This design comes from an exercise in tuning for small area and a short achievable clock period on the open sky130 flow, not from production work. At most, simulation tests tie the RTL to the original design; equivalence was not proved. Power and IR drop assume default switching activity.

## before
==> flow/design.v (excerpt) <==
module daisy_core (
    input  wire       clk,
    input  wire       rst,
    input  wire       op_valid,
    input  wire [3:0] op,
    output reg        cmd_ready,
    output reg        rx_active,
    output reg        hop_request,
    output reg        rdata_valid,
    output wire [7:0] rdata,
    output reg        radio_req,
    output wire       radio_channel,
    output reg        sink_byte_valid,
    output wire [7:0] sink_byte,
    output reg        sink_commit,
    output reg        sink_begin,
    output wire       sink_begin_chan
);
For scale: about 77 flip-flops, about 33 I/O pins.
==> module daisy_core, before the edit <==
module daisy_core (
    input  wire       clk,
    input  wire       rst,
    input  wire       op_valid,
    input  wire [3:0] op,
    output reg        cmd_ready,
    output reg        rx_active,
    output reg        hop_request,
    output reg        rdata_valid,
    output wire [7:0] rdata,
    output reg        radio_req,
    output wire       radio_channel,
    output reg        sink_byte_valid,
    output wire [7:0] sink_byte,
    output reg        sink_commit,
    output reg        sink_begin,
    output wire       sink_begin_chan
);
    localparam [2:0] PH_OFF      = 3'd0;
    localparam [2:0] PH_WAITPRE  = 3'd2;
    localparam [2:0] PH_WAITSTA  = 3'd3;
    localparam [2:0] PH_PREFETCH = 3'd4;
    localparam [2:0] PH_PAYLOAD  = 3'd5;
    localparam [2:0] PH_HOP      = 3'd6;
    localparam [2:0] ERR_NONE    = 3'd0;
    localparam [2:0] ERR_NOSTART = 3'd1;
    localparam [2:0] ERR_STUFF   = 3'd2;
    localparam [2:0] ERR_NOEND   = 3'd3;
    localparam [2:0] ERR_CRC     = 3'd4;
    reg [2:0]  phase;
    reg [15:0] win;
    reg [9:0]  cnt;
    reg [7:0]  acc;
    reg [15:0] crc;
    reg        prev_e;
    reg        chan;
    reg [2:0]  err;
    reg [5:0]  tag;
    reg [5:0]  rd;
    assign rdata           = {2'b00, rd};
    assign radio_channel   = chan;
    assign sink_begin_chan = chan;
    assign sink_byte       = acc;
    wire        wp, ws, pf, pl, in_hop, fl0, fl1, pr0, pr1, hc0, hc1;
    wire        nostart, stuff_err, noend, take, pf_end, byte_end, crc_ok, cnt_en;
    wire [9:0]  cnt_inc;
    wire [15:0] crc_s;
    dc_cond u_cond (
        .phase(phase), .win(win), .cnt(cnt), .crc(crc), .prev_e(prev_e),
        .wp(wp), .ws(ws), .pf(pf), .pl(pl), .in_hop(in_hop),
        .fl0(fl0), .fl1(fl1), .pr0(pr0), .pr1(pr1), .hc0(hc0), .hc1(hc1),
        .nostart(nostart), .stuff_err(stuff_err), .noend(noend), .take(take),
        .pf_end(pf_end), .byte_end(byte_end), .crc_ok(crc_ok), .cnt_en(cnt_en),
        .cnt_inc(cnt_inc), .crc_s(crc_s)
    );
    wire e      = op[0];
    wire is_bit = op_valid & (op[3:1] == 3'b000);
    wire done   = op_valid & (op == 4'h5) & ~cmd_ready;    
    wire task_  = op_valid & cmd_ready;
    wire start  = task_ & (op == 4'h2);
    wire stop   = task_ & (op == 4'h3);
    wire serv   = task_ & (op == 4'h4) & in_hop;
    wire read   = task_ & (op[3:2] == 2'b10);
    wire takeer = task_ & (op == 4'hB);
    wire radio  = op_valid & (op[3:1] == 3'b001 || op == 4'h4);    
    wire fl  = e ? fl1 : fl0;
    wire pr  = e ? pr1 : pr0;
    wire hc  = e ? hc1 : hc0;
    wire d   = ~(prev_e ^ e);
    wire rs  = (nostart & ~fl) | stuff_err | (pl & fl) | noend;    
    wire clr = rs | (wp & pr) | (ws & fl) | pf_end;               
    reg [2:0] bphase;
    reg [2:0] berr;
    always @* begin
        bphase = phase;
        if (wp & pr)        bphase = PH_WAITSTA;
        else if (wp & hc)   bphase = PH_HOP;
        if (ws & fl)        bphase = PH_PREFETCH;
        if (pf_end)         bphase = PH_PAYLOAD;
        if (rs)             bphase = PH_WAITPRE;
        berr = err;
        if (nostart & ~fl)  berr = ERR_NOSTART;
        if (stuff_err)      berr = ERR_STUFF;
        else if (pl & fl)   berr = crc_ok ? err : ERR_CRC;
        else if (noend)     berr = ERR_NOEND;
    end
    wire [2:0] phase_n = is_bit ? bphase : done ? PH_WAITPRE : stop ? PH_OFF : phase;
    wire       ready_n = done | (cmd_ready & ~(start | serv));
    always @(posedge clk) begin
        if (is_bit) begin
            win    <= {d, win[15:1]};
            prev_e <= e;
        end
        if (is_bit & take) acc <= {win[8], acc[7:1]};
        if (is_bit & (take | pf_end)) crc <= pf_end ? 16'hFFFF : crc_s;
        if ((is_bit & clr) | done)  cnt <= 10'd0;
        else if (is_bit & cnt_en)   cnt <= cnt_inc;
        case (op[1:0])
            2'b00:   rd <= {3'd0, phase};
            2'b01:   rd <= {5'd0, chan};
            2'b10:   rd <= tag;
            default: rd <= {3'd0, err};
        endcase
        if (rst) begin
            phase           <= PH_OFF;
            prev_e          <= 1'b0;
            chan            <= 1'b0;
            err             <= ERR_NONE;
            tag             <= 6'd0;
            cmd_ready       <= 1'b1;
            rx_active       <= 1'b0;
            hop_request     <= 1'b0;
            rdata_valid     <= 1'b0;
            radio_req       <= 1'b0;
            sink_byte_valid <= 1'b0;
            sink_commit     <= 1'b0;
            sink_begin      <= 1'b0;
        end else begin
            phase           <= phase_n;
            chan            <= chan ^ serv;
            if (is_bit)      err <= berr;
            else if (takeer) err <= ERR_NONE;
            if (is_bit & pf_end) tag <= {d, win[15:11]};
            cmd_ready       <= ready_n;
            rx_active       <= done | (rx_active & ~stop);
            hop_request     <= is_bit ? (cmd_ready & (in_hop | (wp & ~pr & hc)))
                                      : (hop_request & ~radio);
            rdata_valid     <= read;
            radio_req       <= start | serv;
            sink_byte_valid <= is_bit & byte_end;
            sink_commit     <= is_bit & ~stuff_err & pl & fl & crc_ok;
            sink_begin      <= (is_bit & rs) | done;
        end
    end
endmodule
export LEC_CHECK = 0
export CAP_MARGIN = 20
export CORE_MARGIN = 2
export CORE_UTILIZATION = 40
export SETUP_SLACK_MARGIN = 1.6
export SLEW_MARGIN = 20
create_clock -name core_clock -period 3.5 [get_ports {clk}]
standard.sh (not shown) runs the stock make flow with config.mk's settings and CLKGATE_MAP_FILE= SYNTH_SCRIPT=/design/flow/synth_recipe.tcl, a recipe that flattens the netlist after the stock synthesis.
==> flow/flow/run.sh <==
#!/bin/bash
# ORFS layout through the standard.sh, with these changes:
#  - synthesis may not use the slow many-input OR / NOR cells (added to the
#    platform's don't-use list);
#  - ports are buffered with buf_4 instead of the smallest buffer the resizer picks;
#  - timing repair may swap a cell for one with another footprint.
# Each tool's output goes to a log file of its own in this folder.
set -euo pipefail
BASE=$(make -s -C "$FLOW_HOME" DESIGN_CONFIG="$PWD/config.mk" WORK_HOME="$PWD/orfs" print-DONT_USE_CELLS 2>/dev/null \
       | sed -n 's/^DONT_USE_CELLS: //p' | tail -1)
SLOW=""
for c in or3_1 or3_2 or3_4 or3b_1 or3b_2 or3b_4 or4_1 or4_2 or4_4 or4b_1 or4b_2 or4b_4 \
         or4bb_1 or4bb_2 or4bb_4 nor4_1 nor4_2 nor4_4 nor4b_1 nor4b_2 nor4b_4 nor4bb_1 nor4bb_2 nor4bb_4; do
  SLOW="$SLOW sky130_fd_sc_hd__$c"
done
echo "DONT_USE_CELLS=$BASE $SLOW" > dont_use.log
bash standard.sh "DONT_USE_CELLS=$BASE $SLOW" synth > synth.log 2>&1
bash standard.sh "DONT_USE_CELLS=$BASE $SLOW" MATCH_CELL_FOOTPRINT=0 \
  "BUFFER_PORTS_ARGS=-buffer_cell sky130_fd_sc_hd__buf_4" finish > layout.log 2>&1
> inputs changed (before -> after)
diff --git a/flow/design.v b/flow/design.v
--- a/flow/design.v
+++ b/flow/design.v
@@ -113,7 +113,6 @@
     wire serv   = task_ & (op == 4'h4) & in_hop;
     wire read   = task_ & (op[3:2] == 2'b10);
     wire takeer = task_ & (op == 4'hB);
-    wire radio  = op_valid & (op[3:1] == 3'b001 || op == 4'h4);    
     wire fl  = e ? fl1 : fl0;
     wire pr  = e ? pr1 : pr0;
     wire hc  = e ? hc1 : hc0;
@@ -174,8 +173,7 @@
             if (is_bit & pf_end) tag <= {d, win[15:11]};
             cmd_ready       <= ready_n;
             rx_active       <= done | (rx_active & ~stop);
-            hop_request     <= is_bit ? (cmd_ready & (in_hop | (wp & ~pr & hc)))
-                                      : (hop_request & ~radio);
+            hop_request     <= (phase_n == PH_HOP) & ready_n;
             rdata_valid     <= read;
             radio_req       <= start | serv;
             sink_byte_valid <= is_bit & byte_end;
==> results.txt <==
after ran to completion and came out clean on the timing, DRC and antenna checks. | sequential power | after vs before | ≈ equal |. Looking at critical path endpoint, the err[0] result is from before; the err[2] one comes from after. Comparing before and after, the lower critical path data required time is on after. Critical-path cell with the highest stage delay = sky130_fd_sc_hd__a31o_2: before; critical-path cell with the highest stage delay = sky130_fd_sc_hd__edfxtp_1: after. Total routing usage reported by global routing ended up 0.72 points lower on after than on before. after vs. before: routed wire length increased about 2.3%; global placer's final weighted congestion barely changed; synthesized cell count shows an increase of 4. Delta (after minus before): part of the total power dissipated in combinational logic now sits lower; total number of nets in the final design saw an increase. Compared with before, after is the less power-hungry design. Cmp after vs before: hold slack higher in after. The number of tap cells added at floorplan of after exceeds that of before by about 3%. Diff before -> after: post-detailed-route via-to-cell ratio increased by 1.7% relative to the old numbers, share of total power in the clock network ~0 delta.

========
== tundra ==
daisy_core, a different RTL version from the one above (not shown whole).
==> module daisy_core, before the edit <==
module daisy_core (
    input  wire       clk,
    input  wire       rst,
    input  wire       op_valid,
    input  wire [3:0] op,
    output reg        cmd_ready,
    output wire       rx_active,
    output wire       hop_request,
    output reg        rdata_valid,
    output wire [7:0] rdata,
    output reg        radio_req,
    output wire       radio_channel,
    output reg        sink_byte_valid,
    output wire [7:0] sink_byte,
    output reg        sink_commit,
    output reg        sink_begin,
    output wire       sink_begin_chan
);
    localparam [2:0] PH_OFF      = 3'd0;
    localparam [2:0] PH_WAITPRE  = 3'd2;
    localparam [2:0] PH_WAITSTA  = 3'd3;
    localparam [2:0] PH_PREFETCH = 3'd4;
    localparam [2:0] PH_PAYLOAD  = 3'd5;
    localparam [2:0] PH_HOP      = 3'd6;
    localparam [2:0] ERR_NONE    = 3'd0;
    localparam [2:0] ERR_NOSTART = 3'd1;
    localparam [2:0] ERR_STUFF   = 3'd2;
    localparam [2:0] ERR_NOEND   = 3'd3;
    localparam [2:0] ERR_CRC     = 3'd4;
    reg [2:0]  phase;
    reg [15:0] win;
    reg [9:0]  cnt;
    reg [7:0]  acc;
    reg [15:0] crc;
    reg        prev_e;
    reg        chan;
    reg [2:0]  err;
    reg [5:0]  tag;
    reg [5:0]  rd;
    assign rdata           = {2'b00, rd};
    assign radio_channel   = chan;
    assign sink_begin_chan = chan;
    assign sink_byte       = acc;
    assign rx_active       = (phase != PH_OFF);
    assign hop_request     = (phase == PH_HOP) & cmd_ready;
    wire        wp, ws, pf, pl, in_hop, fl0, fl1, pr0, pr1, hc0, hc1;
    wire        nostart, stuff_err, noend, take, pf_end, byte_end, crc_ok, cnt_en;
    wire [9:0]  cnt_inc;
    wire [15:0] crc_s;
    dc_cond u_cond (
        .phase(phase), .win(win), .cnt(cnt), .crc(crc), .prev_e(prev_e),
        .wp(wp), .ws(ws), .pf(pf), .pl(pl), .in_hop(in_hop),
        .fl0(fl0), .fl1(fl1), .pr0(pr0), .pr1(pr1), .hc0(hc0), .hc1(hc1),
        .nostart(nostart), .stuff_err(stuff_err), .noend(noend), .take(take),
        .pf_end(pf_end), .byte_end(byte_end), .crc_ok(crc_ok), .cnt_en(cnt_en),
        .cnt_inc(cnt_inc), .crc_s(crc_s)
    );
    wire e      = op[0];
    wire is_bit = op_valid & (op[3:1] == 3'b000);
    wire done   = op_valid & (op == 4'h5) & ~cmd_ready;    
    wire task_  = op_valid & cmd_ready;
    wire start  = task_ & (op == 4'h2);
    wire stop   = task_ & (op == 4'h3);
    wire serv   = task_ & (op == 4'h4) & in_hop;
    wire read   = task_ & (op[3:2] == 2'b10);
    wire takeer = task_ & (op == 4'hB);
    wire fl  = e ? fl1 : fl0;
    wire pr  = e ? pr1 : pr0;
    wire hc  = e ? hc1 : hc0;
    wire d   = ~(prev_e ^ e);
    wire rs  = (nostart & ~fl) | stuff_err | (pl & fl) | noend;    
    wire clr = rs | (wp & pr) | (ws & fl) | pf_end;               
    reg [2:0] bphase;
    reg [2:0] berr;
    always @* begin
        bphase = phase;
        if (wp & pr)        bphase = PH_WAITSTA;
        else if (wp & hc)   bphase = PH_HOP;
        if (ws & fl)        bphase = PH_PREFETCH;
        if (pf_end)         bphase = PH_PAYLOAD;
        if (rs)             bphase = PH_WAITPRE;
        berr = err;
        if (nostart & ~fl)  berr = ERR_NOSTART;
        if (stuff_err)      berr = ERR_STUFF;
        else if (pl & fl)   berr = crc_ok ? err : ERR_CRC;
        else if (noend)     berr = ERR_NOEND;
    end
    wire [2:0] phase_n = is_bit ? bphase : done ? PH_WAITPRE : stop ? PH_OFF : phase;
    wire       ready_n = done | (cmd_ready & ~(start | serv));
    always @(posedge clk) begin
        if (is_bit) begin
            win    <= {d, win[15:1]};
            prev_e <= e;
        end
        if (is_bit & take) acc <= {win[8], acc[7:1]};
        if (is_bit & (take | pf_end)) crc <= pf_end ? 16'hFFFF : crc_s;
        if ((is_bit & clr) | done)  cnt <= 10'd0;
        else if (is_bit & cnt_en)   cnt <= cnt_inc;
        case (op[1:0])
            2'b00:   rd <= {3'd0, phase};
            2'b01:   rd <= {5'd0, chan};
            2'b10:   rd <= tag;
            default: rd <= {3'd0, err};
        endcase
        if (rst) begin
            phase           <= PH_OFF;
            prev_e          <= 1'b0;
            chan            <= 1'b0;
            err             <= ERR_NONE;
            tag             <= 6'd0;
            cmd_ready       <= 1'b1;
            rdata_valid     <= 1'b0;
            radio_req       <= 1'b0;
            sink_byte_valid <= 1'b0;
            sink_commit     <= 1'b0;
            sink_begin      <= 1'b0;
        end else begin
            phase           <= phase_n;
            chan            <= chan ^ serv;
            if (is_bit)      err <= berr;
            else if (takeer) err <= ERR_NONE;
            if (is_bit & pf_end) tag <= {d, win[15:11]};
            cmd_ready       <= ready_n;
            rdata_valid     <= read;
            radio_req       <= start | serv;
            sink_byte_valid <= is_bit & byte_end;
            sink_commit     <= is_bit & ~stuff_err & pl & fl & crc_ok;
            sink_begin      <= (is_bit & rs) | done;
        end
    end
endmodule
export LEC_CHECK = 0
export CAP_MARGIN = 20
export CORE_MARGIN = 2
export CORE_UTILIZATION = 40
export SETUP_SLACK_MARGIN = 1.6
export SLEW_MARGIN = 20
create_clock -name core_clock -period 3.5 [get_ports {clk}]
Scripts as last shown in full above: flow/flow/run.sh
[inputs] harbor vs tundra
--- a/flow/design.v
+++ b/flow/design.v
@@ -52,14 +52,14 @@
 module daisy_core (
     input  wire       clk,
     input  wire       rst,
     input  wire       op_valid,
     input  wire [3:0] op,
     output reg        cmd_ready,
-    output wire       rx_active,
-    output wire       hop_request,
+    output reg        rx_active,
+    output reg        hop_request,
     output reg        rdata_valid,
     output wire [7:0] rdata,
     output reg        radio_req,
     output wire       radio_channel,
     output reg        sink_byte_valid,
     output wire [7:0] sink_byte,
@@ -84,19 +84,27 @@
     reg [7:0]  acc;
     reg [15:0] crc;
     reg        prev_e;
     reg        chan;
     reg [2:0]  err;
     reg [5:0]  tag;
-    reg [5:0]  rd;
+    reg [1:0]  rsel;       
+    wire err_taken = rdata_valid & (rsel == 2'b11);
+    reg [5:0] rd;
+    always @* begin
+        case (rsel)
+            2'b00:   rd = {3'd0, phase};
+            2'b01:   rd = {5'd0, chan};
+            2'b10:   rd = tag;
+            default: rd = {3'd0, err};
+        endcase
+    end
     assign rdata           = {2'b00, rd};
     assign radio_channel   = chan;
     assign sink_begin_chan = chan;
     assign sink_byte       = acc;
-    assign rx_active       = (phase != PH_OFF);
-    assign hop_request     = (phase == PH_HOP) & cmd_ready;
     wire        wp, ws, pf, pl, in_hop, fl0, fl1, pr0, pr1, hc0, hc1;
     wire        nostart, stuff_err, noend, take, pf_end, byte_end, crc_ok, cnt_en;
     wire [9:0]  cnt_inc;
     wire [15:0] crc_s;
     dc_cond u_cond (
         .phase(phase), .win(win), .cnt(cnt), .crc(crc), .prev_e(prev_e),
@@ -111,13 +119,13 @@
     wire done   = op_valid & (op == 4'h5) & ~cmd_ready;    
     wire task_  = op_valid & cmd_ready;
     wire start  = task_ & (op == 4'h2);
     wire stop   = task_ & (op == 4'h3);
     wire serv   = task_ & (op == 4'h4) & in_hop;
     wire read   = task_ & (op[3:2] == 2'b10);
-    wire takeer = task_ & (op == 4'hB);
+    wire radio  = op_valid & (op[3:1] == 3'b001 || op == 4'h4);    
     wire fl  = e ? fl1 : fl0;
     wire pr  = e ? pr1 : pr0;
     wire hc  = e ? hc1 : hc0;
     wire d   = ~(prev_e ^ e);
     wire rs  = (nostart & ~fl) | stuff_err | (pl & fl) | noend;    
     wire clr = rs | (wp & pr) | (ws & fl) | pf_end;               
@@ -127,16 +135,16 @@
         bphase = phase;
         if (wp & pr)        bphase = PH_WAITSTA;
         else if (wp & hc)   bphase = PH_HOP;
         if (ws & fl)        bphase = PH_PREFETCH;
         if (pf_end)         bphase = PH_PAYLOAD;
         if (rs)             bphase = PH_WAITPRE;
-        berr = err;
+        berr = err_taken ? ERR_NONE : err;
         if (nostart & ~fl)  berr = ERR_NOSTART;
         if (stuff_err)      berr = ERR_STUFF;
-        else if (pl & fl)   berr = crc_ok ? err : ERR_CRC;
+        else if (pl & fl)   berr = crc_ok ? (err_taken ? ERR_NONE : err) : ERR_CRC;
         else if (noend)     berr = ERR_NOEND;
     end
     wire [2:0] phase_n = is_bit ? bphase : done ? PH_WAITPRE : stop ? PH_OFF : phase;
     wire       ready_n = done | (cmd_ready & ~(start | serv));
     always @(posedge clk) begin
         if (is_bit) begin
@@ -144,37 +152,37 @@
             prev_e <= e;
         end
         if (is_bit & take) acc <= {win[8], acc[7:1]};
         if (is_bit & (take | pf_end)) crc <= pf_end ? 16'hFFFF : crc_s;
         if ((is_bit & clr) | done)  cnt <= 10'd0;
         else if (is_bit & cnt_en)   cnt <= cnt_inc;
-        case (op[1:0])
-            2'b00:   rd <= {3'd0, phase};
-            2'b01:   rd <= {5'd0, chan};
-            2'b10:   rd <= tag;
-            default: rd <= {3'd0, err};
-        endcase
+        rsel <= op[1:0];
         if (rst) begin
             phase           <= PH_OFF;
             prev_e          <= 1'b0;
             chan            <= 1'b0;
             err             <= ERR_NONE;
             tag             <= 6'd0;
             cmd_ready       <= 1'b1;
+            rx_active       <= 1'b0;
+            hop_request     <= 1'b0;
             rdata_valid     <= 1'b0;
             radio_req       <= 1'b0;
             sink_byte_valid <= 1'b0;
             sink_commit     <= 1'b0;
             sink_begin      <= 1'b0;
         end else begin
             phase           <= phase_n;
             chan            <= chan ^ serv;
-            if (is_bit)      err <= berr;
-            else if (takeer) err <= ERR_NONE;
+            if (is_bit)          err <= berr;
+            else if (err_taken)  err <= ERR_NONE;
             if (is_bit & pf_end) tag <= {d, win[15:11]};
             cmd_ready       <= ready_n;
+            rx_active       <= done | (rx_active & ~stop);
+            hop_request     <= is_bit ? (cmd_ready & (in_hop | (wp & ~pr & hc)))
+                                      : (hop_request & ~radio);
             rdata_valid     <= read;
             radio_req       <= start | serv;
             sink_byte_valid <= is_bit & byte_end;
             sink_commit     <= is_bit & ~stuff_err & pl & fl & crc_ok;
             sink_begin      <= (is_bit & rs) | done;
         end
Results
- harbor gives less area of all sequential standard cells than tundra did.
- Run comparison: harbor leading cell type in the layout, fill and taps excluded edfxtp_1; tundra leading cell type in the layout, fill and taps excluded buf_4
- First-pass GRT wire length delta for harbor relative to tundra: about 6% higher
- Post-route cell area came out lower on harbor than on tundra.
- The time the worst path needs with I/O delays and setup of harbor was inferior to that of tundra.
- Compared with tundra, in harbor largest stage delay on the critical path saw an increase, fraction of met3 tracks used by global routing saw little to no change, multi-input gate share of the layout cell area saw a decrease.
- harbor completed; timing, DRC and antenna clean
No run of this note included a check of the RTL's function; only the layout flow was run.

## port drivers added, routing unchanged
The flow's constraints put no driver on any port. The routed layouts listed below were extracted and timed again, unchanged, in two steps. Step 1: set_driving_cell puts a clkbuf_16 on clk and a buf_2 on each other input, an assumption about the parent block. Step 2 times the ports against the registers' clock, not the clock port: input delays grow and output delays shrink by t, the midpoint of the rising clock arrivals with the driver on. a / b / c = ideal / step 1 / step 2; a / b = the first two.
| run | shift t [ns] | slack for setup (ns) | worst setup path at the end | worst slew at a driven data input, ns | cell pins on the clock port's net |
|---|---|---|---|---|---|
| before | 0.379 | 1.595 / 1.606 / 1.227 | input to register | 0.03 | 1 |
| after | 0.383 | 1.658 / 1.658 / 1.280 | input to register | 0.04 | 1 |
| tundra | 0.375 | 1.524 / 1.526 / 1.157 | input to register | 0.03 | 1 |
| harbor | 0.372 | 1.406 / 1.376 / 1.247 | input to register | 0.03 | 1 |
After both steps setup and hold are still met in every run listed. The setup slack of after, which loses most, moves by 0.000 ns with the drivers and by -0.378 ns with both steps.
